From an optimization exercise on the open Yosys and OpenROAD flow, aimed at small area, a short achievable clock period and few clock cycles per item; shortcuts taken in it are not production practice. Function was not checked in any run shown here: the RTL went through the layout flow alone. Power and IR drop assume default switching activity.

==> flow/design.v <==
module ate1_pixel_unit (
    input  wire        clk,
    input  wire        rst,         
    input  wire        in_valid,
    output wire        in_ready,
    input  wire [3:0]  in_op,
    input  wire [63:0] in_d,
    input  wire [63:0] in_s,
    input  wire [16:0] in_t,
    output reg         out_valid,
    input  wire        out_ready,
    output reg  [63:0] out_p
);
    localparam OP_ADD      = 4'd0;
    localparam OP_SUB      = 4'd1;
    localparam OP_MULC     = 4'd2;
    localparam OP_MIN      = 4'd3;
    localparam OP_MAX      = 4'd4;
    localparam OP_SETALPHA = 4'd5;
    localparam OP_PREALPHA = 4'd6;
    localparam OP_OVER     = 4'd7;
    localparam OP_MULTIPLY = 4'd8;
    localparam OP_SCREEN   = 4'd9;
    localparam OP_DARKEN   = 4'd10;
    localparam OP_LIGHTEN  = 4'd11;
    localparam OP_LERP     = 4'd12;
    localparam OP_INIT32   = 4'd13;
    localparam OP_TLERP    = 4'd14;
    localparam OP_TSEL     = 4'd15;
    localparam CW = 28;
    localparam A_ONES = 0, A_DC = 1, A_NDC = 2, A_DA = 3, A_NDA = 4, A_S17 = 5,
               A_BYTE = 6, A_K = 7;                                   
    localparam B_SC = 8, B_SR = 9, B_SA = 10, B_NSA = 11, B_K = 12, B_NK = 13,
               B_AA = 14;                                
    localparam D_DC = 16, D_SC = 17, D_DCSC = 18, D_DA = 19, D_MIN = 20,
               D_MAX = 21, D_DCK = 15;                                
    localparam C_RND = 22, C_SUB = 23, C_ACC = 24, C_DL = 25, C_LIGHT = 26,
               C_WRAP = 27;                                           
    function [CW-1:0] decode;
        input [3:0] op;
        input [1:0] pass;
        input       alpha;
        input       t15;
        input       t16;
        reg [CW-1:0] w;
        begin
            w = {CW{1'b0}};
            w[C_RND] = 1'b1;
            case (op)
                OP_ADD:      begin w[A_ONES] = 1; w[B_SC] = 1; w[D_DC] = 1; end
                OP_SUB:      begin w[A_ONES] = 1; w[B_SC] = 1; w[D_DC] = 1; w[C_SUB] = 1; end
                OP_MULC:     begin w[A_DC] = 1; w[B_SC] = 1; end
                OP_MIN:      begin w[D_MIN] = 1; end
                OP_MAX:      begin w[D_MAX] = 1; end
                OP_SETALPHA: begin
                    if (alpha) begin w[A_ONES] = 1; w[B_SR] = 1; end
                    else       begin w[D_DC] = 1; end
                end
                OP_PREALPHA: begin
                    w[B_SR] = 1;
                    if (alpha) w[A_ONES] = 1; else w[A_DC] = 1;
                end
                OP_OVER:     begin w[A_DC] = 1; w[B_NSA] = 1; w[D_SC] = 1; end
                OP_MULTIPLY: begin
                    if (alpha) begin w[A_NDA] = 1; w[B_SA] = 1; w[D_DA] = 1; end
                    else case (pass)
                        2'd0:    begin w[A_DC] = 1; w[B_NSA] = 1; end
                        2'd1:    begin w[A_NDA] = 1; w[B_SC] = 1; w[C_ACC] = 1; end
                        default: begin w[A_DC] = 1; w[B_SC] = 1; w[C_ACC] = 1; end
                    endcase
                end
                OP_SCREEN:   begin w[A_NDC] = 1; w[B_SC] = 1; w[D_DC] = 1; end
                OP_DARKEN, OP_LIGHTEN: begin
                    if (alpha) begin w[A_NDA] = 1; w[B_SA] = 1; w[D_DA] = 1; end
                    else begin
                        w[D_DCSC] = 1; w[C_SUB] = 1;
                        if (pass == 2'd0) begin w[A_DA] = 1; w[B_SC] = 1; end
                        else begin
                            w[A_DC] = 1; w[B_SA] = 1; w[C_DL] = 1;
                            if (op == OP_LIGHTEN) w[C_LIGHT] = 1;
                        end
                    end
                end
                OP_LERP:     begin
                    if (t16) begin w[A_ONES] = 1; w[B_SC] = 1; end
                    else begin
                        w[A_S17] = 1; w[B_K] = 1; w[D_DCK] = 1; w[C_RND] = 0; w[C_WRAP] = 1;
                    end
                end
                OP_INIT32:   begin
                    w[B_AA] = 1;
                    if (alpha) w[A_ONES] = 1; else w[A_BYTE] = 1;
                end
                OP_TLERP:    begin
                    if (pass == 2'd0) begin w[A_DC] = 1; w[B_NK] = 1; end
                    else begin w[A_K] = 1; w[B_SC] = 1; w[C_ACC] = 1; end
                end
                default:     begin    
                    if (t15) begin w[A_ONES] = 1; w[B_SC] = 1; end
                    else     begin w[D_DC] = 1; end
                end
            endcase
            decode = w;
        end
    endfunction
    function [1:0] last_pass;
        input [3:0] op;
        begin
            case (op)
                OP_MULTIPLY:                     last_pass = 2'd2;
                OP_DARKEN, OP_LIGHTEN, OP_TLERP: last_pass = 2'd1;
                default:                         last_pass = 2'd0;
            endcase
        end
    endfunction
    reg        ir_valid;
    reg        ir_last;
    reg [1:0]  ir_pass;
    reg [3:0]  ir_op;
    reg [63:0] ir_d;
    reg [67:0] ir_s;            
    reg [16:0] ir_t;
    reg [CW-1:0] ir_cw_rgb;
    reg [CW-1:0] ir_cw_a;
    reg        hold;            
    wire adv     = !hold;
    wire ir_free = !ir_valid || ir_last;
    assign in_ready = adv && ir_free;
    wire [1:0] nx_pass = ir_pass + 2'd1;
    wire [CW-1:0] cw_rgb_in  = decode(in_op, 2'd0, 1'b0, in_t[15], in_t[16]);
    wire [CW-1:0] cw_a_in    = decode(in_op, 2'd0, 1'b1, in_t[15], in_t[16]);
    wire [CW-1:0] cw_rgb_nx  = decode(ir_op, nx_pass, 1'b0, ir_t[15], ir_t[16]);
    wire [CW-1:0] cw_a_nx    = decode(ir_op, nx_pass, 1'b1, ir_t[15], ir_t[16]);
    wire in_lerp = (in_op == OP_LERP) && !in_t[16];
    reg  [67:0] s_in;
    reg  [16:0] df;
    integer c;
    always @(*) begin
        for (c = 0; c < 4; c = c + 1) begin
            df = {1'b0, in_s[16*c +: 16]} - {1'b0, in_d[16*c +: 16]};
            if (in_lerp)
                s_in[17*c +: 17] = df;
            else
                s_in[17*c +: 17] = {df[16], in_s[16*c +: 16]};
        end
    end
    always @(posedge clk) begin
        if (rst) begin
            ir_valid <= 1'b0;
        end else if (adv && ir_free) begin
            ir_valid <= in_valid;
        end
        if (adv) begin
            if (ir_free) begin
                ir_pass   <= 2'd0;
                ir_last   <= (last_pass(in_op) == 2'd0);
                ir_cw_rgb <= cw_rgb_in;
                ir_cw_a   <= cw_a_in;
            end else begin
                ir_pass   <= nx_pass;
                ir_last   <= (nx_pass == last_pass(ir_op));
                ir_cw_rgb <= cw_rgb_nx;
                ir_cw_a   <= cw_a_nx;
            end
        end
        if (in_ready) begin
            ir_op <= in_op;
            ir_d  <= in_d;
            ir_s  <= s_in;
            ir_t  <= in_t;
        end
    end
    wire [15:0] da = ir_d[63:48];
    wire [15:0] sa = ir_s[66:51];
    wire [15:0] sr = ir_s[15:0];
    wire [15:0] k  = ir_t[15:0];
    wire [15:0] aa = {ir_s[32:25], ir_s[32:25]};    
    reg          p1_valid, p1_last;
    reg  [127:0] p1_s, p1_c;
    reg  [67:0]  p1_add;
    reg  [23:0]  p1_ctl;         
    wire [127:0] x_s, x_c;
    wire [67:0]  x_add;
    genvar g;
    generate
        for (g = 0; g < 4; g = g + 1) begin : lane_x
            wire [CW-1:0] w  = (g == 3) ? ir_cw_a : ir_cw_rgb;
            wire [15:0] dc  = ir_d[16*g +: 16];
            wire [16:0] s17 = ir_s[17*g +: 17];
            wire [15:0] sc  = s17[15:0];
            wire [15:0] by;
            if (g == 0)      assign by = {ir_s[17+7:17+0], ir_s[17+7:17+0]};      
            else if (g == 1) assign by = {ir_s[15:8], ir_s[15:8]};                
            else if (g == 2) assign by = {ir_s[7:0], ir_s[7:0]};                  
            else             assign by = aa;
            wire        lt = !s17[16];       
            wire        kn   = w[D_DCK] & s17[16];
            wire [17:0] dsw  = {1'b0, dc, 1'b1} + {{17{w[D_DCSC]}} & {1'b0, sc} | {17{kn}} & {1'b1, ~k}, kn};
            wire [16:0] dsum = dsw[17:1];
            wire [15:0] av = {16{w[A_ONES]}}
                           | {16{w[A_DC]}}   & dc
                           | {16{w[A_NDC]}}  & ~dc
                           | {16{w[A_DA]}}   & da
                           | {16{w[A_NDA]}}  & ~da
                           | {16{w[A_S17]}}  & s17[15:0]
                           | {16{w[A_BYTE]}} & by
                           | {16{w[A_K]}}    & k;
            wire [15:0] bv = {16{w[B_SC]}}  & sc
                           | {16{w[B_SR]}}  & sr
                           | {16{w[B_SA]}}  & sa
                           | {16{w[B_NSA]}} & ~sa
                           | {16{w[B_K]}}   & k
                           | {16{w[B_NK]}}  & ~k
                           | {16{w[B_AA]}}  & aa;
            wire [16:0] dv = {17{w[D_DC]}}   & {1'b0, dc}
                           | {17{w[D_SC]}}   & {1'b0, sc}
                           | {17{w[D_DCSC] | w[D_DCK]}} & dsum
                           | {17{w[D_DA]}}   & {1'b0, da}
                           | {17{w[D_MIN]}}  & {1'b0, lt ? dc : sc}
                           | {17{w[D_MAX]}}  & {1'b0, lt ? sc : dc};
            assign x_add[17*g +: 17] = dv;
            wire        rnd = w[C_RND];
            wire [31:0] ts, tc;
            wire pp0_0 = av[0] & bv[0];
            wire pp0_1 = av[0] & bv[1];
            wire pp0_2 = av[0] & bv[2];
            wire pp0_3 = av[0] & bv[3];
            wire pp0_4 = av[0] & bv[4];
            wire pp0_5 = av[0] & bv[5];
            wire pp0_6 = av[0] & bv[6];
            wire pp0_7 = av[0] & bv[7];
            wire pp0_8 = av[0] & bv[8];
            wire pp0_9 = av[0] & bv[9];
            wire pp0_10 = av[0] & bv[10];
            wire pp0_11 = av[0] & bv[11];
            wire pp0_12 = av[0] & bv[12];
            wire pp0_13 = av[0] & bv[13];
            wire pp0_14 = av[0] & bv[14];
            wire pp0_15 = av[0] & bv[15];
            wire pp1_0 = av[1] & bv[0];
            wire pp1_1 = av[1] & bv[1];
            wire pp1_2 = av[1] & bv[2];
            wire pp1_3 = av[1] & bv[3];
            wire pp1_4 = av[1] & bv[4];
            wire pp1_5 = av[1] & bv[5];
            wire pp1_6 = av[1] & bv[6];
            wire pp1_7 = av[1] & bv[7];
            wire pp1_8 = av[1] & bv[8];
            wire pp1_9 = av[1] & bv[9];
            wire pp1_10 = av[1] & bv[10];
            wire pp1_11 = av[1] & bv[11];
            wire pp1_12 = av[1] & bv[12];
            wire pp1_13 = av[1] & bv[13];
            wire pp1_14 = av[1] & bv[14];
            wire pp1_15 = av[1] & bv[15];
            wire pp2_0 = av[2] & bv[0];
            wire pp2_1 = av[2] & bv[1];
            wire pp2_2 = av[2] & bv[2];
            wire pp2_3 = av[2] & bv[3];
            wire pp2_4 = av[2] & bv[4];
            wire pp2_5 = av[2] & bv[5];
            wire pp2_6 = av[2] & bv[6];
            wire pp2_7 = av[2] & bv[7];
            wire pp2_8 = av[2] & bv[8];
            wire pp2_9 = av[2] & bv[9];
            wire pp2_10 = av[2] & bv[10];
            wire pp2_11 = av[2] & bv[11];
            wire pp2_12 = av[2] & bv[12];
            wire pp2_13 = av[2] & bv[13];
            wire pp2_14 = av[2] & bv[14];
            wire pp2_15 = av[2] & bv[15];
            wire pp3_0 = av[3] & bv[0];
            wire pp3_1 = av[3] & bv[1];
            wire pp3_2 = av[3] & bv[2];
            wire pp3_3 = av[3] & bv[3];
            wire pp3_4 = av[3] & bv[4];
            wire pp3_5 = av[3] & bv[5];
            wire pp3_6 = av[3] & bv[6];
            wire pp3_7 = av[3] & bv[7];
            wire pp3_8 = av[3] & bv[8];
            wire pp3_9 = av[3] & bv[9];
            wire pp3_10 = av[3] & bv[10];
            wire pp3_11 = av[3] & bv[11];
            wire pp3_12 = av[3] & bv[12];
            wire pp3_13 = av[3] & bv[13];
            wire pp3_14 = av[3] & bv[14];
            wire pp3_15 = av[3] & bv[15];
            wire pp4_0 = av[4] & bv[0];
            wire pp4_1 = av[4] & bv[1];
            wire pp4_2 = av[4] & bv[2];
            wire pp4_3 = av[4] & bv[3];
            wire pp4_4 = av[4] & bv[4];
            wire pp4_5 = av[4] & bv[5];
            wire pp4_6 = av[4] & bv[6];
            wire pp4_7 = av[4] & bv[7];
            wire pp4_8 = av[4] & bv[8];
            wire pp4_9 = av[4] & bv[9];
            wire pp4_10 = av[4] & bv[10];
            wire pp4_11 = av[4] & bv[11];
            wire pp4_12 = av[4] & bv[12];
            wire pp4_13 = av[4] & bv[13];
            wire pp4_14 = av[4] & bv[14];
            wire pp4_15 = av[4] & bv[15];
            wire pp5_0 = av[5] & bv[0];
            wire pp5_1 = av[5] & bv[1];
            wire pp5_2 = av[5] & bv[2];
            wire pp5_3 = av[5] & bv[3];
            wire pp5_4 = av[5] & bv[4];
            wire pp5_5 = av[5] & bv[5];
            wire pp5_6 = av[5] & bv[6];
            wire pp5_7 = av[5] & bv[7];
            wire pp5_8 = av[5] & bv[8];
            wire pp5_9 = av[5] & bv[9];
            wire pp5_10 = av[5] & bv[10];
            wire pp5_11 = av[5] & bv[11];
            wire pp5_12 = av[5] & bv[12];
            wire pp5_13 = av[5] & bv[13];
            wire pp5_14 = av[5] & bv[14];
            wire pp5_15 = av[5] & bv[15];
            wire pp6_0 = av[6] & bv[0];
            wire pp6_1 = av[6] & bv[1];
            wire pp6_2 = av[6] & bv[2];
            wire pp6_3 = av[6] & bv[3];
            wire pp6_4 = av[6] & bv[4];
            wire pp6_5 = av[6] & bv[5];
            wire pp6_6 = av[6] & bv[6];
            wire pp6_7 = av[6] & bv[7];
            wire pp6_8 = av[6] & bv[8];
            wire pp6_9 = av[6] & bv[9];
            wire pp6_10 = av[6] & bv[10];
            wire pp6_11 = av[6] & bv[11];
            wire pp6_12 = av[6] & bv[12];
            wire pp6_13 = av[6] & bv[13];
            wire pp6_14 = av[6] & bv[14];
            wire pp6_15 = av[6] & bv[15];
            wire pp7_0 = av[7] & bv[0];
            wire pp7_1 = av[7] & bv[1];
            wire pp7_2 = av[7] & bv[2];
            wire pp7_3 = av[7] & bv[3];
            wire pp7_4 = av[7] & bv[4];
            wire pp7_5 = av[7] & bv[5];
            wire pp7_6 = av[7] & bv[6];
            wire pp7_7 = av[7] & bv[7];
            wire pp7_8 = av[7] & bv[8];
            wire pp7_9 = av[7] & bv[9];
            wire pp7_10 = av[7] & bv[10];
            wire pp7_11 = av[7] & bv[11];
            wire pp7_12 = av[7] & bv[12];
            wire pp7_13 = av[7] & bv[13];
            wire pp7_14 = av[7] & bv[14];
            wire pp7_15 = av[7] & bv[15];
            wire pp8_0 = av[8] & bv[0];
            wire pp8_1 = av[8] & bv[1];
            wire pp8_2 = av[8] & bv[2];
            wire pp8_3 = av[8] & bv[3];
            wire pp8_4 = av[8] & bv[4];
            wire pp8_5 = av[8] & bv[5];
            wire pp8_6 = av[8] & bv[6];
            wire pp8_7 = av[8] & bv[7];
            wire pp8_8 = av[8] & bv[8];
            wire pp8_9 = av[8] & bv[9];
            wire pp8_10 = av[8] & bv[10];
            wire pp8_11 = av[8] & bv[11];
            wire pp8_12 = av[8] & bv[12];
            wire pp8_13 = av[8] & bv[13];
            wire pp8_14 = av[8] & bv[14];
            wire pp8_15 = av[8] & bv[15];
            wire pp9_0 = av[9] & bv[0];
            wire pp9_1 = av[9] & bv[1];
            wire pp9_2 = av[9] & bv[2];
            wire pp9_3 = av[9] & bv[3];
            wire pp9_4 = av[9] & bv[4];
            wire pp9_5 = av[9] & bv[5];
            wire pp9_6 = av[9] & bv[6];
            wire pp9_7 = av[9] & bv[7];
            wire pp9_8 = av[9] & bv[8];
            wire pp9_9 = av[9] & bv[9];
            wire pp9_10 = av[9] & bv[10];
            wire pp9_11 = av[9] & bv[11];
            wire pp9_12 = av[9] & bv[12];
            wire pp9_13 = av[9] & bv[13];
            wire pp9_14 = av[9] & bv[14];
            wire pp9_15 = av[9] & bv[15];
            wire pp10_0 = av[10] & bv[0];
            wire pp10_1 = av[10] & bv[1];
            wire pp10_2 = av[10] & bv[2];
            wire pp10_3 = av[10] & bv[3];
            wire pp10_4 = av[10] & bv[4];
            wire pp10_5 = av[10] & bv[5];
            wire pp10_6 = av[10] & bv[6];
            wire pp10_7 = av[10] & bv[7];
            wire pp10_8 = av[10] & bv[8];
            wire pp10_9 = av[10] & bv[9];
            wire pp10_10 = av[10] & bv[10];
            wire pp10_11 = av[10] & bv[11];
            wire pp10_12 = av[10] & bv[12];
            wire pp10_13 = av[10] & bv[13];
            wire pp10_14 = av[10] & bv[14];
            wire pp10_15 = av[10] & bv[15];
            wire pp11_0 = av[11] & bv[0];
            wire pp11_1 = av[11] & bv[1];
            wire pp11_2 = av[11] & bv[2];
            wire pp11_3 = av[11] & bv[3];
            wire pp11_4 = av[11] & bv[4];
            wire pp11_5 = av[11] & bv[5];
            wire pp11_6 = av[11] & bv[6];
            wire pp11_7 = av[11] & bv[7];
            wire pp11_8 = av[11] & bv[8];
            wire pp11_9 = av[11] & bv[9];
            wire pp11_10 = av[11] & bv[10];
            wire pp11_11 = av[11] & bv[11];
            wire pp11_12 = av[11] & bv[12];
            wire pp11_13 = av[11] & bv[13];
            wire pp11_14 = av[11] & bv[14];
            wire pp11_15 = av[11] & bv[15];
            wire pp12_0 = av[12] & bv[0];
            wire pp12_1 = av[12] & bv[1];
            wire pp12_2 = av[12] & bv[2];
            wire pp12_3 = av[12] & bv[3];
            wire pp12_4 = av[12] & bv[4];
            wire pp12_5 = av[12] & bv[5];
            wire pp12_6 = av[12] & bv[6];
            wire pp12_7 = av[12] & bv[7];
            wire pp12_8 = av[12] & bv[8];
            wire pp12_9 = av[12] & bv[9];
            wire pp12_10 = av[12] & bv[10];
            wire pp12_11 = av[12] & bv[11];
            wire pp12_12 = av[12] & bv[12];
            wire pp12_13 = av[12] & bv[13];
            wire pp12_14 = av[12] & bv[14];
            wire pp12_15 = av[12] & bv[15];
            wire pp13_0 = av[13] & bv[0];
            wire pp13_1 = av[13] & bv[1];
            wire pp13_2 = av[13] & bv[2];
            wire pp13_3 = av[13] & bv[3];
            wire pp13_4 = av[13] & bv[4];
            wire pp13_5 = av[13] & bv[5];
            wire pp13_6 = av[13] & bv[6];
            wire pp13_7 = av[13] & bv[7];
            wire pp13_8 = av[13] & bv[8];
            wire pp13_9 = av[13] & bv[9];
            wire pp13_10 = av[13] & bv[10];
            wire pp13_11 = av[13] & bv[11];
            wire pp13_12 = av[13] & bv[12];
            wire pp13_13 = av[13] & bv[13];
            wire pp13_14 = av[13] & bv[14];
            wire pp13_15 = av[13] & bv[15];
            wire pp14_0 = av[14] & bv[0];
            wire pp14_1 = av[14] & bv[1];
            wire pp14_2 = av[14] & bv[2];
            wire pp14_3 = av[14] & bv[3];
            wire pp14_4 = av[14] & bv[4];
            wire pp14_5 = av[14] & bv[5];
            wire pp14_6 = av[14] & bv[6];
            wire pp14_7 = av[14] & bv[7];
            wire pp14_8 = av[14] & bv[8];
            wire pp14_9 = av[14] & bv[9];
            wire pp14_10 = av[14] & bv[10];
            wire pp14_11 = av[14] & bv[11];
            wire pp14_12 = av[14] & bv[12];
            wire pp14_13 = av[14] & bv[13];
            wire pp14_14 = av[14] & bv[14];
            wire pp14_15 = av[14] & bv[15];
            wire pp15_0 = av[15] & bv[0];
            wire pp15_1 = av[15] & bv[1];
            wire pp15_2 = av[15] & bv[2];
            wire pp15_3 = av[15] & bv[3];
            wire pp15_4 = av[15] & bv[4];
            wire pp15_5 = av[15] & bv[5];
            wire pp15_6 = av[15] & bv[6];
            wire pp15_7 = av[15] & bv[7];
            wire pp15_8 = av[15] & bv[8];
            wire pp15_9 = av[15] & bv[9];
            wire pp15_10 = av[15] & bv[10];
            wire pp15_11 = av[15] & bv[11];
            wire pp15_12 = av[15] & bv[12];
            wire pp15_13 = av[15] & bv[13];
            wire pp15_14 = av[15] & bv[14];
            wire pp15_15 = av[15] & bv[15];
            wire t1 = pp0_1 ^ pp1_0;
            wire t2 = pp0_1 & pp1_0;
            wire t3, t4;
            ate1_fa ft3 (.a(pp0_2), .b(pp1_1), .c(pp2_0), .s(t3), .co(t4));
            wire t5 = t2 ^ t3;
            wire t6 = t2 & t3;
            wire t7, t8;
            ate1_fa ft7 (.a(pp0_3), .b(pp1_2), .c(pp2_1), .s(t7), .co(t8));
            wire t9, t10;
            ate1_fa ft9 (.a(pp3_0), .b(t4), .c(t7), .s(t9), .co(t10));
            wire t11 = t6 ^ t9;
            wire t12 = t6 & t9;
            wire t13, t14;
            ate1_fa ft13 (.a(pp0_4), .b(pp1_3), .c(pp2_2), .s(t13), .co(t14));
            wire t15, t16;
            ate1_fa ft15 (.a(pp3_1), .b(pp4_0), .c(t8), .s(t15), .co(t16));
            wire t17, t18;
            ate1_fa ft17 (.a(t13), .b(t10), .c(t15), .s(t17), .co(t18));
            wire t19 = t12 ^ t17;
            wire t20 = t12 & t17;
            wire t21, t22;
            ate1_fa ft21 (.a(pp0_5), .b(pp1_4), .c(pp2_3), .s(t21), .co(t22));
            wire t23, t24;
            ate1_fa ft23 (.a(pp3_2), .b(pp4_1), .c(pp5_0), .s(t23), .co(t24));
            wire t25, t26;
            ate1_fa ft25 (.a(t14), .b(t21), .c(t23), .s(t25), .co(t26));
            wire t27, t28;
            ate1_fa ft27 (.a(t16), .b(t25), .c(t18), .s(t27), .co(t28));
            wire t29 = t20 ^ t27;
            wire t30 = t20 & t27;
            wire t31, t32;
            ate1_fa ft31 (.a(pp0_6), .b(pp1_5), .c(pp2_4), .s(t31), .co(t32));
            wire t33, t34;
            ate1_fa ft33 (.a(pp3_3), .b(pp4_2), .c(pp5_1), .s(t33), .co(t34));
            wire t35, t36;
            ate1_fa ft35 (.a(pp6_0), .b(t22), .c(t24), .s(t35), .co(t36));
            wire t37, t38;
            ate1_fa ft37 (.a(t31), .b(t33), .c(t35), .s(t37), .co(t38));
            wire t39, t40;
            ate1_fa ft39 (.a(t26), .b(t37), .c(t28), .s(t39), .co(t40));
            wire t41 = t30 ^ t39;
            wire t42 = t30 & t39;
            wire t43, t44;
            ate1_fa ft43 (.a(pp0_7), .b(pp1_6), .c(pp2_5), .s(t43), .co(t44));
            wire t45, t46;
            ate1_fa ft45 (.a(pp3_4), .b(pp4_3), .c(pp5_2), .s(t45), .co(t46));
            wire t47, t48;
            ate1_fa ft47 (.a(pp6_1), .b(pp7_0), .c(t32), .s(t47), .co(t48));
            wire t49, t50;
            ate1_fa ft49 (.a(t34), .b(t43), .c(t45), .s(t49), .co(t50));
            wire t51, t52;
            ate1_fa ft51 (.a(t36), .b(t47), .c(t49), .s(t51), .co(t52));
            wire t53, t54;
            ate1_fa ft53 (.a(t38), .b(t51), .c(t40), .s(t53), .co(t54));
            wire t55 = t42 ^ t53;
            wire t56 = t42 & t53;
            wire t57, t58;
            ate1_fa ft57 (.a(pp0_8), .b(pp1_7), .c(pp2_6), .s(t57), .co(t58));
            wire t59, t60;
            ate1_fa ft59 (.a(pp3_5), .b(pp4_4), .c(pp5_3), .s(t59), .co(t60));
            wire t61, t62;
            ate1_fa ft61 (.a(pp6_2), .b(pp7_1), .c(pp8_0), .s(t61), .co(t62));
            wire t63, t64;
            ate1_fa ft63 (.a(t44), .b(t46), .c(t57), .s(t63), .co(t64));
            wire t65, t66;
            ate1_fa ft65 (.a(t59), .b(t61), .c(t48), .s(t65), .co(t66));
            wire t67, t68;
            ate1_fa ft67 (.a(t50), .b(t63), .c(t65), .s(t67), .co(t68));
            wire t69, t70;
            ate1_fa ft69 (.a(t52), .b(t67), .c(t54), .s(t69), .co(t70));
            wire t71, t72;
            ate1_fa ft71 (.a(pp0_9), .b(pp1_8), .c(pp2_7), .s(t71), .co(t72));
            wire t73, t74;
            ate1_fa ft73 (.a(pp3_6), .b(pp4_5), .c(pp5_4), .s(t73), .co(t74));
            wire t75, t76;
            ate1_fa ft75 (.a(pp6_3), .b(pp7_2), .c(pp8_1), .s(t75), .co(t76));
            wire t77, t78;
            ate1_fa ft77 (.a(pp9_0), .b(t58), .c(t60), .s(t77), .co(t78));
            wire t79, t80;
            ate1_fa ft79 (.a(t62), .b(t71), .c(t73), .s(t79), .co(t80));
            wire t81, t82;
            ate1_fa ft81 (.a(t75), .b(t64), .c(t77), .s(t81), .co(t82));
            wire t83, t84;
            ate1_fa ft83 (.a(t79), .b(t66), .c(t81), .s(t83), .co(t84));
            wire t85 = t68 ^ t83;
            wire t86 = t68 & t83;
            wire t87, t88;
            ate1_fa ft87 (.a(pp0_10), .b(pp1_9), .c(pp2_8), .s(t87), .co(t88));
            wire t89, t90;
            ate1_fa ft89 (.a(pp3_7), .b(pp4_6), .c(pp5_5), .s(t89), .co(t90));
            wire t91, t92;
            ate1_fa ft91 (.a(pp6_4), .b(pp7_3), .c(pp8_2), .s(t91), .co(t92));
            wire t93, t94;
            ate1_fa ft93 (.a(pp9_1), .b(pp10_0), .c(t72), .s(t93), .co(t94));
            wire t95, t96;
            ate1_fa ft95 (.a(t74), .b(t76), .c(t87), .s(t95), .co(t96));
            wire t97, t98;
            ate1_fa ft97 (.a(t89), .b(t91), .c(t78), .s(t97), .co(t98));
            wire t99, t100;
            ate1_fa ft99 (.a(t93), .b(t80), .c(t95), .s(t99), .co(t100));
            wire t101, t102;
            ate1_fa ft101 (.a(t82), .b(t97), .c(t99), .s(t101), .co(t102));
            wire t103 = t84 ^ t101;
            wire t104 = t84 & t101;
            wire t105, t106;
            ate1_fa ft105 (.a(pp0_11), .b(pp1_10), .c(pp2_9), .s(t105), .co(t106));
            wire t107, t108;
            ate1_fa ft107 (.a(pp3_8), .b(pp4_7), .c(pp5_6), .s(t107), .co(t108));
            wire t109, t110;
            ate1_fa ft109 (.a(pp6_5), .b(pp7_4), .c(pp8_3), .s(t109), .co(t110));
            wire t111, t112;
            ate1_fa ft111 (.a(pp9_2), .b(pp10_1), .c(pp11_0), .s(t111), .co(t112));
            wire t113, t114;
            ate1_fa ft113 (.a(t88), .b(t90), .c(t92), .s(t113), .co(t114));
            wire t115, t116;
            ate1_fa ft115 (.a(t105), .b(t107), .c(t109), .s(t115), .co(t116));
            wire t117, t118;
            ate1_fa ft117 (.a(t111), .b(t94), .c(t96), .s(t117), .co(t118));
            wire t119, t120;
            ate1_fa ft119 (.a(t113), .b(t115), .c(t98), .s(t119), .co(t120));
            wire t121, t122;
            ate1_fa ft121 (.a(t100), .b(t117), .c(t119), .s(t121), .co(t122));
            wire t123 = t102 ^ t121;
            wire t124 = t102 & t121;
            wire t125, t126;
            ate1_fa ft125 (.a(pp0_12), .b(pp1_11), .c(pp2_10), .s(t125), .co(t126));
            wire t127, t128;
            ate1_fa ft127 (.a(pp3_9), .b(pp4_8), .c(pp5_7), .s(t127), .co(t128));
            wire t129, t130;
            ate1_fa ft129 (.a(pp6_6), .b(pp7_5), .c(pp8_4), .s(t129), .co(t130));
            wire t131, t132;
            ate1_fa ft131 (.a(pp9_3), .b(pp10_2), .c(pp11_1), .s(t131), .co(t132));
            wire t133, t134;
            ate1_fa ft133 (.a(pp12_0), .b(t106), .c(t108), .s(t133), .co(t134));
            wire t135, t136;
            ate1_fa ft135 (.a(t110), .b(t112), .c(t125), .s(t135), .co(t136));
            wire t137, t138;
            ate1_fa ft137 (.a(t127), .b(t129), .c(t131), .s(t137), .co(t138));
            wire t139, t140;
            ate1_fa ft139 (.a(t114), .b(t133), .c(t116), .s(t139), .co(t140));
            wire t141, t142;
            ate1_fa ft141 (.a(t135), .b(t137), .c(t118), .s(t141), .co(t142));
            wire t143, t144;
            ate1_fa ft143 (.a(t139), .b(t120), .c(t141), .s(t143), .co(t144));
            wire t145 = t122 ^ t143;
            wire t146 = t122 & t143;
            wire t147, t148;
            ate1_fa ft147 (.a(pp0_13), .b(pp1_12), .c(pp2_11), .s(t147), .co(t148));
            wire t149, t150;
            ate1_fa ft149 (.a(pp3_10), .b(pp4_9), .c(pp5_8), .s(t149), .co(t150));
            wire t151, t152;
            ate1_fa ft151 (.a(pp6_7), .b(pp7_6), .c(pp8_5), .s(t151), .co(t152));
            wire t153, t154;
            ate1_fa ft153 (.a(pp9_4), .b(pp10_3), .c(pp11_2), .s(t153), .co(t154));
            wire t155, t156;
            ate1_fa ft155 (.a(pp12_1), .b(pp13_0), .c(t126), .s(t155), .co(t156));
            wire t157, t158;
            ate1_fa ft157 (.a(t128), .b(t130), .c(t132), .s(t157), .co(t158));
            wire t159, t160;
            ate1_fa ft159 (.a(t147), .b(t149), .c(t151), .s(t159), .co(t160));
            wire t161, t162;
            ate1_fa ft161 (.a(t153), .b(t134), .c(t136), .s(t161), .co(t162));
            wire t163, t164;
            ate1_fa ft163 (.a(t155), .b(t138), .c(t157), .s(t163), .co(t164));
            wire t165, t166;
            ate1_fa ft165 (.a(t159), .b(t140), .c(t161), .s(t165), .co(t166));
            wire t167, t168;
            ate1_fa ft167 (.a(t163), .b(t142), .c(t165), .s(t167), .co(t168));
            wire t169 = t144 ^ t167;
            wire t170 = t144 & t167;
            wire t171, t172;
            ate1_fa ft171 (.a(pp0_14), .b(pp1_13), .c(pp2_12), .s(t171), .co(t172));
            wire t173, t174;
            ate1_fa ft173 (.a(pp3_11), .b(pp4_10), .c(pp5_9), .s(t173), .co(t174));
            wire t175, t176;
            ate1_fa ft175 (.a(pp6_8), .b(pp7_7), .c(pp8_6), .s(t175), .co(t176));
            wire t177, t178;
            ate1_fa ft177 (.a(pp9_5), .b(pp10_4), .c(pp11_3), .s(t177), .co(t178));
            wire t179, t180;
            ate1_fa ft179 (.a(pp12_2), .b(pp13_1), .c(pp14_0), .s(t179), .co(t180));
            wire t181, t182;
            ate1_fa ft181 (.a(t148), .b(t150), .c(t152), .s(t181), .co(t182));
            wire t183, t184;
            ate1_fa ft183 (.a(t154), .b(t171), .c(t173), .s(t183), .co(t184));
            wire t185, t186;
            ate1_fa ft185 (.a(t175), .b(t177), .c(t179), .s(t185), .co(t186));
            wire t187, t188;
            ate1_fa ft187 (.a(t156), .b(t158), .c(t160), .s(t187), .co(t188));
            wire t189, t190;
            ate1_fa ft189 (.a(t181), .b(t183), .c(t185), .s(t189), .co(t190));
            wire t191, t192;
            ate1_fa ft191 (.a(t162), .b(t164), .c(t187), .s(t191), .co(t192));
            wire t193, t194;
            ate1_fa ft193 (.a(t189), .b(t166), .c(t191), .s(t193), .co(t194));
            wire t195 = t168 ^ t193;
            wire t196 = t168 & t193;
            wire t197, t198;
            ate1_fa ft197 (.a(pp0_15), .b(pp1_14), .c(pp2_13), .s(t197), .co(t198));
            wire t199, t200;
            ate1_fa ft199 (.a(pp3_12), .b(pp4_11), .c(pp5_10), .s(t199), .co(t200));
            wire t201, t202;
            ate1_fa ft201 (.a(pp6_9), .b(pp7_8), .c(pp8_7), .s(t201), .co(t202));
            wire t203, t204;
            ate1_fa ft203 (.a(pp9_6), .b(pp10_5), .c(pp11_4), .s(t203), .co(t204));
            wire t205, t206;
            ate1_fa ft205 (.a(pp12_3), .b(pp13_2), .c(pp14_1), .s(t205), .co(t206));
            wire t207, t208;
            ate1_fa ft207 (.a(pp15_0), .b(rnd), .c(t172), .s(t207), .co(t208));
            wire t209, t210;
            ate1_fa ft209 (.a(t174), .b(t176), .c(t178), .s(t209), .co(t210));
            wire t211, t212;
            ate1_fa ft211 (.a(t180), .b(t197), .c(t199), .s(t211), .co(t212));
            wire t213, t214;
            ate1_fa ft213 (.a(t201), .b(t203), .c(t205), .s(t213), .co(t214));
            wire t215, t216;
            ate1_fa ft215 (.a(t182), .b(t207), .c(t184), .s(t215), .co(t216));
            wire t217, t218;
            ate1_fa ft217 (.a(t186), .b(t209), .c(t211), .s(t217), .co(t218));
            wire t219, t220;
            ate1_fa ft219 (.a(t213), .b(t188), .c(t215), .s(t219), .co(t220));
            wire t221, t222;
            ate1_fa ft221 (.a(t190), .b(t217), .c(t192), .s(t221), .co(t222));
            wire t223, t224;
            ate1_fa ft223 (.a(t219), .b(t194), .c(t221), .s(t223), .co(t224));
            wire t225, t226;
            ate1_fa ft225 (.a(pp1_15), .b(pp2_14), .c(pp3_13), .s(t225), .co(t226));
            wire t227, t228;
            ate1_fa ft227 (.a(pp4_12), .b(pp5_11), .c(pp6_10), .s(t227), .co(t228));
            wire t229, t230;
            ate1_fa ft229 (.a(pp7_9), .b(pp8_8), .c(pp9_7), .s(t229), .co(t230));
            wire t231, t232;
            ate1_fa ft231 (.a(pp10_6), .b(pp11_5), .c(pp12_4), .s(t231), .co(t232));
            wire t233, t234;
            ate1_fa ft233 (.a(pp13_3), .b(pp14_2), .c(pp15_1), .s(t233), .co(t234));
            wire t235, t236;
            ate1_fa ft235 (.a(t198), .b(t200), .c(t202), .s(t235), .co(t236));
            wire t237, t238;
            ate1_fa ft237 (.a(t204), .b(t206), .c(t225), .s(t237), .co(t238));
            wire t239, t240;
            ate1_fa ft239 (.a(t227), .b(t229), .c(t231), .s(t239), .co(t240));
            wire t241, t242;
            ate1_fa ft241 (.a(t233), .b(t208), .c(t210), .s(t241), .co(t242));
            wire t243, t244;
            ate1_fa ft243 (.a(t212), .b(t214), .c(t235), .s(t243), .co(t244));
            wire t245, t246;
            ate1_fa ft245 (.a(t237), .b(t239), .c(t216), .s(t245), .co(t246));
            wire t247, t248;
            ate1_fa ft247 (.a(t241), .b(t218), .c(t243), .s(t247), .co(t248));
            wire t249, t250;
            ate1_fa ft249 (.a(t220), .b(t245), .c(t247), .s(t249), .co(t250));
            wire t251 = t222 ^ t249;
            wire t252 = t222 & t249;
            wire t253, t254;
            ate1_fa ft253 (.a(pp2_15), .b(pp3_14), .c(pp4_13), .s(t253), .co(t254));
            wire t255, t256;
            ate1_fa ft255 (.a(pp5_12), .b(pp6_11), .c(pp7_10), .s(t255), .co(t256));
            wire t257, t258;
            ate1_fa ft257 (.a(pp8_9), .b(pp9_8), .c(pp10_7), .s(t257), .co(t258));
            wire t259, t260;
            ate1_fa ft259 (.a(pp11_6), .b(pp12_5), .c(pp13_4), .s(t259), .co(t260));
            wire t261, t262;
            ate1_fa ft261 (.a(pp14_3), .b(pp15_2), .c(t226), .s(t261), .co(t262));
            wire t263, t264;
            ate1_fa ft263 (.a(t228), .b(t230), .c(t232), .s(t263), .co(t264));
            wire t265, t266;
            ate1_fa ft265 (.a(t234), .b(t253), .c(t255), .s(t265), .co(t266));
            wire t267, t268;
            ate1_fa ft267 (.a(t257), .b(t259), .c(t236), .s(t267), .co(t268));
            wire t269, t270;
            ate1_fa ft269 (.a(t238), .b(t261), .c(t240), .s(t269), .co(t270));
            wire t271, t272;
            ate1_fa ft271 (.a(t263), .b(t265), .c(t242), .s(t271), .co(t272));
            wire t273, t274;
            ate1_fa ft273 (.a(t267), .b(t244), .c(t269), .s(t273), .co(t274));
            wire t275, t276;
            ate1_fa ft275 (.a(t246), .b(t271), .c(t248), .s(t275), .co(t276));
            wire t277, t278;
            ate1_fa ft277 (.a(t273), .b(t250), .c(t275), .s(t277), .co(t278));
            wire t279, t280;
            ate1_fa ft279 (.a(pp3_15), .b(pp4_14), .c(pp5_13), .s(t279), .co(t280));
            wire t281, t282;
            ate1_fa ft281 (.a(pp6_12), .b(pp7_11), .c(pp8_10), .s(t281), .co(t282));
            wire t283, t284;
            ate1_fa ft283 (.a(pp9_9), .b(pp10_8), .c(pp11_7), .s(t283), .co(t284));
            wire t285, t286;
            ate1_fa ft285 (.a(pp12_6), .b(pp13_5), .c(pp14_4), .s(t285), .co(t286));
            wire t287, t288;
            ate1_fa ft287 (.a(pp15_3), .b(t254), .c(t256), .s(t287), .co(t288));
            wire t289, t290;
            ate1_fa ft289 (.a(t258), .b(t260), .c(t279), .s(t289), .co(t290));
            wire t291, t292;
            ate1_fa ft291 (.a(t281), .b(t283), .c(t285), .s(t291), .co(t292));
            wire t293, t294;
            ate1_fa ft293 (.a(t262), .b(t264), .c(t287), .s(t293), .co(t294));
            wire t295, t296;
            ate1_fa ft295 (.a(t266), .b(t289), .c(t291), .s(t295), .co(t296));
            wire t297, t298;
            ate1_fa ft297 (.a(t268), .b(t270), .c(t293), .s(t297), .co(t298));
            wire t299, t300;
            ate1_fa ft299 (.a(t295), .b(t272), .c(t274), .s(t299), .co(t300));
            wire t301, t302;
            ate1_fa ft301 (.a(t297), .b(t276), .c(t299), .s(t301), .co(t302));
            wire t303, t304;
            ate1_fa ft303 (.a(pp4_15), .b(pp5_14), .c(pp6_13), .s(t303), .co(t304));
            wire t305, t306;
            ate1_fa ft305 (.a(pp7_12), .b(pp8_11), .c(pp9_10), .s(t305), .co(t306));
            wire t307, t308;
            ate1_fa ft307 (.a(pp10_9), .b(pp11_8), .c(pp12_7), .s(t307), .co(t308));
            wire t309, t310;
            ate1_fa ft309 (.a(pp13_6), .b(pp14_5), .c(pp15_4), .s(t309), .co(t310));
            wire t311, t312;
            ate1_fa ft311 (.a(t280), .b(t282), .c(t284), .s(t311), .co(t312));
            wire t313, t314;
            ate1_fa ft313 (.a(t286), .b(t303), .c(t305), .s(t313), .co(t314));
            wire t315, t316;
            ate1_fa ft315 (.a(t307), .b(t309), .c(t288), .s(t315), .co(t316));
            wire t317, t318;
            ate1_fa ft317 (.a(t290), .b(t292), .c(t311), .s(t317), .co(t318));
            wire t319, t320;
            ate1_fa ft319 (.a(t313), .b(t294), .c(t315), .s(t319), .co(t320));
            wire t321, t322;
            ate1_fa ft321 (.a(t296), .b(t317), .c(t298), .s(t321), .co(t322));
            wire t323, t324;
            ate1_fa ft323 (.a(t319), .b(t300), .c(t321), .s(t323), .co(t324));
            wire t325, t326;
            ate1_fa ft325 (.a(pp5_15), .b(pp6_14), .c(pp7_13), .s(t325), .co(t326));
            wire t327, t328;
            ate1_fa ft327 (.a(pp8_12), .b(pp9_11), .c(pp10_10), .s(t327), .co(t328));
            wire t329, t330;
            ate1_fa ft329 (.a(pp11_9), .b(pp12_8), .c(pp13_7), .s(t329), .co(t330));
            wire t331, t332;
            ate1_fa ft331 (.a(pp14_6), .b(pp15_5), .c(t304), .s(t331), .co(t332));
            wire t333, t334;
            ate1_fa ft333 (.a(t306), .b(t308), .c(t310), .s(t333), .co(t334));
            wire t335, t336;
            ate1_fa ft335 (.a(t325), .b(t327), .c(t329), .s(t335), .co(t336));
            wire t337, t338;
            ate1_fa ft337 (.a(t312), .b(t331), .c(t314), .s(t337), .co(t338));
            wire t339, t340;
            ate1_fa ft339 (.a(t333), .b(t335), .c(t316), .s(t339), .co(t340));
            wire t341, t342;
            ate1_fa ft341 (.a(t318), .b(t337), .c(t339), .s(t341), .co(t342));
            wire t343, t344;
            ate1_fa ft343 (.a(t320), .b(t322), .c(t341), .s(t343), .co(t344));
            wire t345, t346;
            ate1_fa ft345 (.a(pp6_15), .b(pp7_14), .c(pp8_13), .s(t345), .co(t346));
            wire t347, t348;
            ate1_fa ft347 (.a(pp9_12), .b(pp10_11), .c(pp11_10), .s(t347), .co(t348));
            wire t349, t350;
            ate1_fa ft349 (.a(pp12_9), .b(pp13_8), .c(pp14_7), .s(t349), .co(t350));
            wire t351, t352;
            ate1_fa ft351 (.a(pp15_6), .b(t326), .c(t328), .s(t351), .co(t352));
            wire t353, t354;
            ate1_fa ft353 (.a(t330), .b(t345), .c(t347), .s(t353), .co(t354));
            wire t355, t356;
            ate1_fa ft355 (.a(t349), .b(t332), .c(t334), .s(t355), .co(t356));
            wire t357, t358;
            ate1_fa ft357 (.a(t351), .b(t336), .c(t353), .s(t357), .co(t358));
            wire t359, t360;
            ate1_fa ft359 (.a(t338), .b(t355), .c(t357), .s(t359), .co(t360));
            wire t361, t362;
            ate1_fa ft361 (.a(t340), .b(t359), .c(t342), .s(t361), .co(t362));
            wire t363, t364;
            ate1_fa ft363 (.a(pp7_15), .b(pp8_14), .c(pp9_13), .s(t363), .co(t364));
            wire t365, t366;
            ate1_fa ft365 (.a(pp10_12), .b(pp11_11), .c(pp12_10), .s(t365), .co(t366));
            wire t367, t368;
            ate1_fa ft367 (.a(pp13_9), .b(pp14_8), .c(pp15_7), .s(t367), .co(t368));
            wire t369, t370;
            ate1_fa ft369 (.a(t346), .b(t348), .c(t350), .s(t369), .co(t370));
            wire t371, t372;
            ate1_fa ft371 (.a(t363), .b(t365), .c(t367), .s(t371), .co(t372));
            wire t373, t374;
            ate1_fa ft373 (.a(t352), .b(t354), .c(t369), .s(t373), .co(t374));
            wire t375, t376;
            ate1_fa ft375 (.a(t371), .b(t356), .c(t358), .s(t375), .co(t376));
            wire t377, t378;
            ate1_fa ft377 (.a(t373), .b(t360), .c(t375), .s(t377), .co(t378));
            wire t379, t380;
            ate1_fa ft379 (.a(pp8_15), .b(pp9_14), .c(pp10_13), .s(t379), .co(t380));
            wire t381, t382;
            ate1_fa ft381 (.a(pp11_12), .b(pp12_11), .c(pp13_10), .s(t381), .co(t382));
            wire t383, t384;
            ate1_fa ft383 (.a(pp14_9), .b(pp15_8), .c(t364), .s(t383), .co(t384));
            wire t385, t386;
            ate1_fa ft385 (.a(t366), .b(t368), .c(t379), .s(t385), .co(t386));
            wire t387, t388;
            ate1_fa ft387 (.a(t381), .b(t370), .c(t383), .s(t387), .co(t388));
            wire t389, t390;
            ate1_fa ft389 (.a(t372), .b(t385), .c(t374), .s(t389), .co(t390));
            wire t391, t392;
            ate1_fa ft391 (.a(t387), .b(t376), .c(t389), .s(t391), .co(t392));
            wire t393, t394;
            ate1_fa ft393 (.a(pp9_15), .b(pp10_14), .c(pp11_13), .s(t393), .co(t394));
            wire t395, t396;
            ate1_fa ft395 (.a(pp12_12), .b(pp13_11), .c(pp14_10), .s(t395), .co(t396));
            wire t397, t398;
            ate1_fa ft397 (.a(pp15_9), .b(t380), .c(t382), .s(t397), .co(t398));
            wire t399, t400;
            ate1_fa ft399 (.a(t393), .b(t395), .c(t384), .s(t399), .co(t400));
            wire t401, t402;
            ate1_fa ft401 (.a(t386), .b(t397), .c(t388), .s(t401), .co(t402));
            wire t403, t404;
            ate1_fa ft403 (.a(t399), .b(t390), .c(t401), .s(t403), .co(t404));
            wire t405, t406;
            ate1_fa ft405 (.a(pp10_15), .b(pp11_14), .c(pp12_13), .s(t405), .co(t406));
            wire t407, t408;
            ate1_fa ft407 (.a(pp13_12), .b(pp14_11), .c(pp15_10), .s(t407), .co(t408));
            wire t409, t410;
            ate1_fa ft409 (.a(t394), .b(t396), .c(t405), .s(t409), .co(t410));
            wire t411, t412;
            ate1_fa ft411 (.a(t407), .b(t398), .c(t409), .s(t411), .co(t412));
            wire t413, t414;
            ate1_fa ft413 (.a(t400), .b(t411), .c(t402), .s(t413), .co(t414));
            wire t415, t416;
            ate1_fa ft415 (.a(pp11_15), .b(pp12_14), .c(pp13_13), .s(t415), .co(t416));
            wire t417, t418;
            ate1_fa ft417 (.a(pp14_12), .b(pp15_11), .c(t406), .s(t417), .co(t418));
            wire t419, t420;
            ate1_fa ft419 (.a(t408), .b(t415), .c(t410), .s(t419), .co(t420));
            wire t421, t422;
            ate1_fa ft421 (.a(t417), .b(t412), .c(t419), .s(t421), .co(t422));
            wire t423, t424;
            ate1_fa ft423 (.a(pp12_15), .b(pp13_14), .c(pp14_13), .s(t423), .co(t424));
            wire t425, t426;
            ate1_fa ft425 (.a(pp15_12), .b(t416), .c(t423), .s(t425), .co(t426));
            wire t427, t428;
            ate1_fa ft427 (.a(t418), .b(t425), .c(t420), .s(t427), .co(t428));
            wire t429, t430;
            ate1_fa ft429 (.a(pp13_15), .b(pp14_14), .c(pp15_13), .s(t429), .co(t430));
            wire t431, t432;
            ate1_fa ft431 (.a(t424), .b(t429), .c(t426), .s(t431), .co(t432));
            wire t433, t434;
            ate1_fa ft433 (.a(pp14_15), .b(pp15_14), .c(t430), .s(t433), .co(t434));
            assign ts = {1'b0, pp15_15, t433, t431, t427, t421, t404, t392, t378, t377, t361, t324, t302, t278, t252, t224, t196, t170, t146, t124, t104, t86, t85, t56, t55, t41, t29, t19, t11, t5, t1, pp0_0};
            assign tc = {1'b0, t434, t432, t428, t422, t414, t413, t403, t391, t362, t344, t343, t323, t301, t277, t251, t223, t195, t169, t145, t123, t103, t70, t69, 1'b0, 1'b0, 1'b0, 1'b0, 1'b0, 1'b0, 1'b0, 1'b0};
            assign x_s[32*g +: 32] = ts;
            assign x_c[32*g +: 32] = tc;
        end
    endgenerate
    always @(posedge clk) begin
        if (rst) begin
            p1_valid <= 1'b0;
        end else if (adv) begin
            p1_valid <= ir_valid;
        end
        if (adv) begin
            p1_last <= ir_last;
            p1_s    <= x_s;
            p1_c    <= x_c;
            p1_add  <= x_add;
            p1_ctl  <= {ir_cw_a[C_WRAP:C_RND], ir_cw_rgb[C_WRAP:C_RND],
                        ir_cw_rgb[C_WRAP:C_RND], ir_cw_rgb[C_WRAP:C_RND]};
        end
    end
    reg         p2_valid, p2_last;
    reg  [71:0] p2_h;            
    reg  [7:0]  p2_cs;           
    reg  [67:0] p2_add;
    reg  [7:0]  p2_ctl;          
    reg  [31:0] y1_x;
    reg  [16:0] y1_lo;
    reg  [71:0] y1_h;
    reg  [7:0]  y1_cs;
    reg  [5:0]  ct;
    reg  [15:0] xh;
    reg         cy, gt, pick1;
    reg  [17:0] h0;
    reg  [1:0]  cs0;
    always @(*) begin
        for (c = 0; c < 4; c = c + 1) begin
            ct    = p1_ctl[6*c +: 6];    
            h0    = p2_h[18*c +: 18];
            cs0   = p2_cs[2*c +: 2];
            y1_x  = p1_s[32*c +: 32] + p1_c[32*c +: 32];
            xh    = y1_x[31:16];
            y1_lo = {1'b0, y1_x[15:0]} + {1'b0, xh};
            cy    = ct[0] & y1_lo[16];
            gt    = (xh > h0[15:0]) || (xh == h0[15:0] && cy && !cs0[0]);
            pick1 = ct[4] ? !gt : gt;
            if (ct[2]) begin
                y1_h[18*c +: 18] = h0 + {2'b00, xh};
                y1_cs[2*c +: 2]  = cs0 + {1'b0, cy};
            end else if (ct[3] && !pick1) begin
                y1_h[18*c +: 18] = h0;
                y1_cs[2*c +: 2]  = cs0;
            end else begin
                y1_h[18*c +: 18] = {2'b00, xh};
                y1_cs[2*c +: 2]  = {1'b0, cy};
            end
        end
    end
    always @(posedge clk) begin
        if (rst) begin
            p2_valid <= 1'b0;
        end else if (adv) begin
            p2_valid <= p1_valid;
        end
        if (adv) begin
            p2_last <= p1_last;
            p2_h    <= y1_h;
            p2_cs   <= y1_cs;
            p2_add  <= p1_add;
            for (c = 0; c < 4; c = c + 1)
                p2_ctl[2*c +: 2] <= {p1_ctl[6*c+5], p1_ctl[6*c+1]};
        end
    end
    reg  [63:0] y2_r;
    reg  [18:0] sv, hv;
    reg  [16:0] ae;
    reg         ci, sb;
    reg  [1:0]  cq;
    always @(*) begin
        for (c = 0; c < 4; c = c + 1) begin
            sb = p2_ctl[2*c];
            cq = p2_cs[2*c +: 2];
            ae = p2_add[17*c +: 17] | {15'd0, cq[1], 1'b0};
            hv = sb ? ~{1'b0, p2_h[18*c +: 18]} : {1'b0, p2_h[18*c +: 18]};
            ci = sb ? !cq[0] : cq[0];
            sv = {2'b00, ae} + hv + {18'd0, ci};
            if (p2_ctl[2*c+1])
                y2_r[16*c +: 16] = sv[15:0];
            else
                y2_r[16*c +: 16] = sv[18] ? 16'd0 : (|sv[17:16]) ? 16'hffff : sv[15:0];
        end
    end
    reg  [63:0] park;
    wire y_done   = p2_valid && p2_last && adv;
    wire out_free = !out_valid || out_ready;
    always @(posedge clk) begin
        if (rst) begin
            out_valid <= 1'b0;
            hold      <= 1'b0;
        end else begin
            if (hold) begin
                if (out_ready) hold <= 1'b0;
            end else if (y_done && !out_free) begin
                hold <= 1'b1;
            end
            if (hold || y_done)
                out_valid <= 1'b1;
            else if (out_ready)
                out_valid <= 1'b0;
        end
        if (hold) begin
            if (out_ready) out_p <= park;
        end else if (y_done && out_free) begin
            out_p <= y2_r;
        end
        if (!hold) park <= y2_r;
    end
endmodule
module ate1_fa (
    input  wire a,
    input  wire b,
    input  wire c,
    output wire s,
    output wire co
);
    assign s  = a ^ b ^ c;
    assign co = (a & b) | (a & c) | (b & c);
endmodule
==> flow/flow/run.sh <==
#!/bin/bash
# Standard layout (bash standard.sh) with two changes to how it is made:
# - timing repair aims to leave flow/setup_margin ns of setup slack, so it
#   works towards a shorter period than the 16 ns clock (the SDC is unchanged);
# - the port buffers that buffer_ports inserts are buf_1 cells.
# The make output goes to flow_make.log; ORFS's own logs are under orfs/logs.
set -euo pipefail
export SETUP_SLACK_MARGIN=$(cat flow/setup_margin)
export BUFFER_PORTS_ARGS="-buffer_cell sky130_fd_sc_hd__buf_1"
bash standard.sh > flow_make.log 2>&1
==> flow/flow/setup_margin <==
11.0
==> flow/standard.sh <==
#!/bin/bash
# synth_recipe.tcl (not shown) runs the flow's synth.tcl, then flattens the netlist and writes it again
# the make line also repeats each setting of config.mk as NAME=value (left out here)
make -C /OpenROAD-flow-scripts/flow DESIGN_CONFIG=/design/flow/config.mk WORK_HOME=/design/flow/orfs CLKGATE_MAP_FILE= SYNTH_SCRIPT=/design/flow/synth_recipe.tcl "${@:-finish}"
==> flow/config.mk <==
export PLATFORM = sky130hd
export DESIGN_NAME = ate1_pixel_unit
export DESIGN_NICKNAME = ate1_pixel_unit
export VERILOG_FILES = /design/flow/design.v
export SDC_FILE = /design/flow/constraint.sdc
export NUM_CORES = 8
export LEC_CHECK = 0
export CAP_MARGIN = 20
export CORE_MARGIN = 2
export CORE_UTILIZATION = 45
export CTS_CLUSTER_DIAMETER = 200
export CTS_CLUSTER_SIZE = 20
export SLEW_MARGIN = 20
export SYNTH_HIERARCHICAL = 1
==> flow/constraint.sdc <==
create_clock -name core_clock -period 16.0 [get_ports {clk}]
set_input_delay 3.2000 -clock core_clock [delete_from_list [all_inputs] [get_ports {clk}]]
set_output_delay 3.2000 -clock core_clock [all_outputs]
set_load 0.01 [all_outputs]
==> results of run 1 <==
-- per-module statistics from Yosys, one instance, submodules excluded --
module	area (um^2)	times used	flip-flops and latches	cells
ate1_pixel_unit	55700	1	763	5973
ate1_fa	20.0	812	0	1
-- per-layer routing --
| metal | vias up | wire [um] | global-route usage |
|---|---|---|---|
| met4 | 4 | 11800 | 0.123 |
| met5 | - | 24 | 0 |
| met3 | 533 | 24900 | 0.0684 |
| met1 | 28087 | 98800 | 0.401 |
| li1 | 24788 | - | - |
| met2 | 2804 | 105000 | 0.438 |
-- kinds of logic (layout without fill, tap and decap cells) --
kind of cell | Yosys count | after routing | share of synthesized area
buffers and inverters | 594 | 1135 | 0.0314
XOR/XNOR | 344 | 344 | 0.0419
other | 0 | 3 | 0
AND/OR/NAND/NOR | 2205 | 2205 | 0.133
multiplexers | 206 | 206 | 0.0311
adder cells (fa/ha/maj) | 1352 | 1352 | 0.322
flip-flops | 763 | 763 | 0.318
AO/OA/AOI/OAI | 1321 | 1322 | 0.122
-- registers in the layout, summed over array words and instances (netlist names), 2 cells and up --
name and count:
p2_ctl 3, p1_s 124, park 64, ir_t 17, ir_cw_rgb 21, ir_op 4
ir_pass 2, ir_cw_a 8, p1_add 68, p2_add 68, out_p 64, p1_c 92
ir_s 68, p2_cs 8, p1_ctl 8, ir_d 64, p2_h 72
-- layout make-up --
type                            count  area [um^2]  share of cell area
Multi-Input combinational cell   5429        50900               0.597
Sequential cell                   763        22900               0.268
Timing Repair Buffer              786         6590              0.0773
Tap cell                         2072         2590              0.0304
Inverter                          295         1170              0.0137
Clock buffer                       51         1130              0.0132
Clock inverter                      3         45.0            0.000528
Antenna cell                        3         7.51           0.0000880
-- per-stage QoR --
stage               hold WS, ps  setup slack, ps
floorplan                   400             9940
global placement            405             9380
detailed placement          406             9380
CTS                         421            10860
global route                428            10590
finish                      423            10800
-- power groups by stage --
stage	registers [mW]	clock network, mW	logic [mW]
global route	3.76	1.30	14.0
CTS	3.71	1.25	11.8
detailed placement	3.76	0	11.0
floorplan	3.58	0	8.00
global placement	3.75	0	10.7
finish	3.72	1.20	12.6
-- cell usage in the layout, fill, tap and decap left out, drive strengths merged, types with 22 or more instances in the layout --
master   count
xor2       173
or3         34
mux2       139
inv        297
clkbuf      66
a31oi       39
nor2b       90
nand3b      23
o21a       110
o21ai      319
a21o        77
and3        54
and2        36
fa         836
ha         516
or2         22
buf        769
nand2      367
a22oi       43
a211oi      23
xnor2      171
edfxtp     758
a21boi      26
a2111oi     54
a221oi      25
o31ai       46
a21oi      347
nand2b      48
nor2      1266
o21bai      44
nor3       102
mux2i       67
nand3       97
-- repair_timing --
item                       4_1_cts  5_1_grt
setup endpoints to repair      375      281
pin swaps                      128      188
gates cloned                    10        1
setup buffers                  307      145
gates resized for setup        325      354
-- worst max-delay path by stage --
stage,start,end,slack (ps),cells after the start
floorplan,ir_valid,in_ready,9940,3
global placement,ir_cw_rgb[15],p1_c[49],9380,12
detailed placement,ir_cw_rgb[15],p1_c[17],9380,12
CTS,in_d[49],ir_s[64],10860,14
global route,p1_s[73],p2_h[43],10590,24
finish,p1_s[73],p2_cs[5],10800,23
==> out/qor.yml, run 1 <==
floorplan:
  die_w_um: 404
  core_area_mm2: 0.159
  dieArea_mm2: 0.163
  rows: 146
  top_level_ports: 219
  die_h_um: 404
  start_util: 0.454
logic_synthesis:
  synth_edf_count: 758
  mappedNetlistArea_mm2: 0.0720
  seq_area_frac_synth: 0.318
  synth_ff_type: "edfxtp_1"
  synthTopCellsByArea: "edfxtp_1 (32%), fa_1 (23%), ha_1 (9.0%)"
  synth_top_area_frac: 0.316
  netlist_instances: 6785
  synth-seq-cells: 763
  synth.distinct_cells: 93
  synthArstFlopShare: 0
  synthTopCellsByCount: "nor2_1 (1266), fa_1 (836), edfxtp_1 (758)"
  yosysMostFrequentCell: "nor2_1"
  synth.avg_cell_area_um2: 10.6
  synth_top_area_cell: "edfxtp_1"
  synth_warnings: 7
  synthesis.nets: 8290
global_route:
  grt_pass1_vias: 56175
  grt_overflow: 0
  grt_pass1_wl_um: 356000
  grt_usage: 0.290
  grt_max_degree: 156
  antenna_found_initial: 11
clocking:
  clk_latency_ps: 710
  cts_num_sinks: 763
  cts_made_buffers: 44
  cts_htree_levels: 2
  clockBufferDepth: 3
  clockRootBuffer: "clkbuf_16"
  hold_buffers: 0
  clk_pin_slew_ps: 90
  cts_tree: "yes"
hold_path:
  min_delay_worst_endpoint: "p2_add[16]"
  hold_path_class: "flip-flop to flip-flop"
  whs_path_depth: 0
  hold_start: "p1_add[16]"
critical_path:
  path_buf_inv: 6
  cp_top_family: "compound AO/OA/AOI/OAI gates"
  cp.required_ps: 16380
  rrSetupSlack_ps: 10800
  r2r-start: "p1_s[73]"
  path_class: "flip-flop to flip-flop"
  crit_fanout: 9
  r2r_end: "p2_cs[5]"
  r2r_cells: 23
  path_cells: "ha_4 -> a211oi_4 -> o21ai_2 -> a2111oi_4 -> buf_4 -> nor3_4 -> a21bo_2 -> a21oi_2 -> o21bai_2 -> a31oi_2 -> o21ai_0 -> a21o_2 -> buf_12 -> ha_4 -> and4_1 -> nand3_2 -> buf_6 -> nor3_4 -> nor4b_4 -> a311oi_4 -> buf_6 -> buf_12 -> buf_16"
  worstSetupEndpointType: "flip-flop"
  cpPeakStageDelay_ps: 460
  crit_path_start_kind: "flip-flop"
  critical_path.slowest_cell: "edfxtp_1"
  cp.arrival_ps: 5580
pwr:
  totalPowerFinal_mw: 17.5
  pwr-share-comb: 0.719
  power_density_mw_per_mm2: 205
  clock_power_share: 0.069
  p_sw_mw: 7.98
  power.internal_mw: 9.53
  leakage_nw: 36.7
  seqPwrFrac: 0.212
  ir_drop_v: 0.000126
  switching_share: 0.456
cells_and_area:
  utilization: 0.538
  area_growth_pct: 18.5
  drive_gt1_frac: 0.191
  stdcell_area_mm2: 0.0853
  fin_cells: 9402
  fill_cells: 13592
  nNetsFinal: 8824
routing:
  first_pass_iters: 9
  routed_wl_um: 241000
  wire_per_inst_um: 25.6
  drt-vias-per-instance: 5.98
  ant_nets: 0
  route.vias.total: 56216
  drt_iter0_markers: 5631
  drc_errors: 0
sta:
  worst_clock_skew_ps: 76.7
  slew_violations: 0
  fin_crit_ps: 5200
  finalHoldViolCount: 0
  setup_viol: 0
  fin_crit_sh: 0.325
  rsz0062_at_grt: "yes"
  fin_setup_tns_ps: 0
  fmaxAchievable_mhz: 192
  slew_headroom: 0.260
  tightest_slew_ps: 1110
placement:
  dp_hpwl_um: 174000
  place.gp.congestion: 0.969
  place_area_mm2: 0.0765
  port_buffers: 218
  place_inst: 8881
flow_run:
  maxCapViolCount: 0
run_status:
  status: "timing/DRC/antenna clean"
==> run 2, diff against run 1 <==
--- a/flow/design.v
+++ b/flow/design.v
@@ -62,5 +62,5 @@
                 end
-                OP_OVER:     begin w[A_DC] = 1; w[B_NSA] = 1; w[D_SC] = 1; end
+                OP_OVER:     begin w[A_DC] = 1; w[B_SA] = 1; w[D_DCSC] = 1; w[C_SUB] = 1; end
                 OP_MULTIPLY: begin
-                    if (alpha) begin w[A_NDA] = 1; w[B_SA] = 1; w[D_DA] = 1; end
+                    if (alpha) begin w[A_DC] = 1; w[B_SA] = 1; w[D_DCSC] = 1; w[C_SUB] = 1; end
                     else case (pass)
@@ -71,5 +71,5 @@
                 end
-                OP_SCREEN:   begin w[A_NDC] = 1; w[B_SC] = 1; w[D_DC] = 1; end
+                OP_SCREEN:   begin w[A_DC] = 1; w[B_SC] = 1; w[D_DCSC] = 1; w[C_SUB] = 1; end
                 OP_DARKEN, OP_LIGHTEN: begin
-                    if (alpha) begin w[A_NDA] = 1; w[B_SA] = 1; w[D_DA] = 1; end
+                    if (alpha) begin w[A_DC] = 1; w[B_SA] = 1; w[D_DCSC] = 1; w[C_SUB] = 1; end
                     else begin
@@ -201,3 +201,2 @@
                            | {16{w[A_DC]}}   & dc
-                           | {16{w[A_NDC]}}  & ~dc
                            | {16{w[A_DA]}}   & da
@@ -215,5 +214,3 @@
             wire [16:0] dv = {17{w[D_DC]}}   & {1'b0, dc}
-                           | {17{w[D_SC]}}   & {1'b0, sc}
                            | {17{w[D_DCSC] | w[D_DCK]}} & dsum
-                           | {17{w[D_DA]}}   & {1'b0, da}
                            | {17{w[D_MIN]}}  & {1'b0, lt ? dc : sc}
==> flow/flow/setup_margin (replaced) <==
10.8
==> out/qor.yml, run 2 <==
pwr:
  totalPowerFinal_mw: 16.3  # was 17.5 mW
  ir_drop_v: 0.000104  # was 0.000126 V
  power_density_mw_per_mm2: 200  # was 205 mW/mm^2
  leakage_nw: 34.7  # was 36.7 nW
clocking:
  cts_num_sinks: 763  # unchanged
  cts_made_buffers: 44  # unchanged
  clockBufferDepth: 3  # unchanged
  cts_htree_levels: 2  # unchanged
  clk_pin_slew_ps: 90  # about the same
critical_path:
  cpPeakStageDelay_ps: 740  # was 460 ps
  path_class: "flip-flop to flip-flop"  # unchanged
  worstSetupEndpointType: "flip-flop"  # unchanged
  crit_fanout: 17  # was 9
  r2r_cells: 9  # was 23
  crit_path_start_kind: "flip-flop"  # unchanged
  crit_cells: 9  # was 23
  path_buf_inv: 0  # was 6
  rrSetupSlack_ps: 10760  # was 10800 ps
logic_synthesis:
  synthTopCellsByArea: "edfxtp_1 (31%), fa_1 (23%), ha_1 (8.8%)"  # was edfxtp_1 (32%), fa_1 (23%), ha_1 (9.0%)
  synth_top_area_cell: "edfxtp_1"  # unchanged
  synth_ff_type: "edfxtp_1"  # unchanged
  seq_area_frac_synth: 0.312  # was 0.318
  synth_warnings: 7  # unchanged
  synth.avg_cell_area_um2: 10.4  # was 10.6 um^2
  yosysMostFrequentCell: "nor2_1"  # unchanged
global_route:
  grt_util_met1: 0.403  # was 0.401
  use_met3: 0.0748  # was 0.0684
  grt_usage: 0.283  # was 0.290
  grt_max_degree: 154  # was 156
  gr-usage-met2: 0.409  # was 0.438
routing:
  drt_iter0_markers: 6689  # was 5631
  routed_wl_um: 242000  # was 241000 um
  first_pass_iters: 9  # unchanged
placement:
  place_worst_setup_slack_ps: 9960  # was 9380 ps
  place.gp.congestion: 0.978  # was 0.969
cells_and_area:
  nNetsFinal: 8718  # was 8824
  fill_cells: 14646  # was 13.6k
  top_regs: "p1_s x124, p1_c x92, p2_h x72"  # unchanged
  drive_gt1_frac: 0.122  # was 0.191
  most-common-layout-cells: "nor2_1 (1288), fa_1 (829), edfxtp_1 (758)"  # was nor2_1 (1253), edfxtp_1 (758), fa_1 (741)
  area_growth_pct: 10.9  # was 18.5%
  top_register: "p1_s"  # unchanged
floorplan:
  core_area_mm2: 0.162  # was 0.159 mm^2
  dieArea_mm2: 0.166  # was 0.163 mm^2
hold_path:
  hold_path_class: "flip-flop to flip-flop"  # unchanged
sta:
  slew_headroom: 0.258  # was 0.260
  setup_viol: 0  # unchanged
  worst_clock_skew_ps: 70.3  # was 76.7 ps
run_status:
  status: "timing/DRC/antenna clean"  # unchanged
-- run 2: worst min path at each step --
stage,from,endpoint,slack (ps),cells after the start
6_report,p1_add[41],p2_add[41],410,0
5_1_grt,p1_add[41],p2_add[41],410,0
4_1_cts,p1_add[41],p2_add[41],400,0
3_5_place_dp,ir_cw_rgb[23],p1_ctl[13],400,0
3_3_place_gp,p1_add[52],p2_add[52],400,0
2_1_floorplan,ir_cw_rgb[23],p1_ctl[13],400,0
-- run 2: timing repair --
action	CTS	global route
endpoints found under the setup margin	233	200
resized for setup	96	236
setup buffers	68	109
pin swaps	26	54
hold buffers	0	0
gates cloned	2	12
-- run 2: per-layer routing --
metal / up-vias / routed length [um]
met5: - / 39
met4: 6 / 11800
met3: 637 / 28000
met2: 3266 / 102000
met1: 28496 / 101000
li1: 25093 / -
-- run 2: final cells by class --
type,instances,area (um^2),area share
Sequential cell,763,22900,0.282
Antenna cell,6,15.0,0.000185
Multi-Input combinational cell,5591,49600,0.611
Timing Repair Buffer,522,3630,0.0447
Clock buffer,61,1190,0.0146
Inverter,291,1110,0.0137
Clock inverter,3,60.1,0.000740
Tap cell,2175,2720,0.0335
-- run 2: modules after synthesis (local to each module, per instance) --
| module | cells inside | cell area [um^2] | flip-flops and latches |
|---|---|---|---|
| ate1_fa | 1 | 20.0 | 0 |
| ate1_pixel_unit | 6199 | 56900 | 763 |
-- run 2: per-stage QoR --
step | area [um^2] | std cells
after floorplan | 73400 | 7011
after global routing | 81200 | 9406
final | 81200 | 9412
after CTS | 79000 | 9283
after detailed placement | 76700 | 9149
after global placement | 76700 | 9147
-- run 2: report_power, final --
part | internal, mW | switching [mW]
logic | 4.87 | 6.47
clock network | 0.525 | 0.708
registers | 3.31 | 0.385
total | 8.70 | 7.56
-- run 2: cell families (layout without fill, tap and decap cells) --
| kind of cell | count (synthesis) | after routing | synth area share |
|---|---|---|---|
| other | 0 | 6 | 0 |
| adder cells (fa/ha/maj) | 1352 | 1352 | 0.317 |
| buffers and inverters | 662 | 877 | 0.0343 |
| flip-flops | 763 | 763 | 0.312 |
| AND/OR/NAND/NOR | 2208 | 2210 | 0.130 |
| XOR/XNOR | 332 | 332 | 0.0397 |
| multiplexers | 243 | 243 | 0.0362 |
| AO/OA/AOI/OAI | 1451 | 1454 | 0.131 |
-- run 2: worst register-to-register path, cell delays in order, from the launching register on --
cell and delay (ps):
edfxtp_1 740, a21oi_1 680, and3_2 640, nor2_1 130, fa_1 480, fa_1 440, fa_1 490, fa_1 500
fa_1 410, fa_1 460

Check on run 2: ideal ports give 10.757 ns setup slack; a clkbuf_16 on the clock port and buf_2 on the inputs give 10.757 ns; moving port delays by the midpoint clock arrival (0.774 ns) as well gives 10.194 ns.
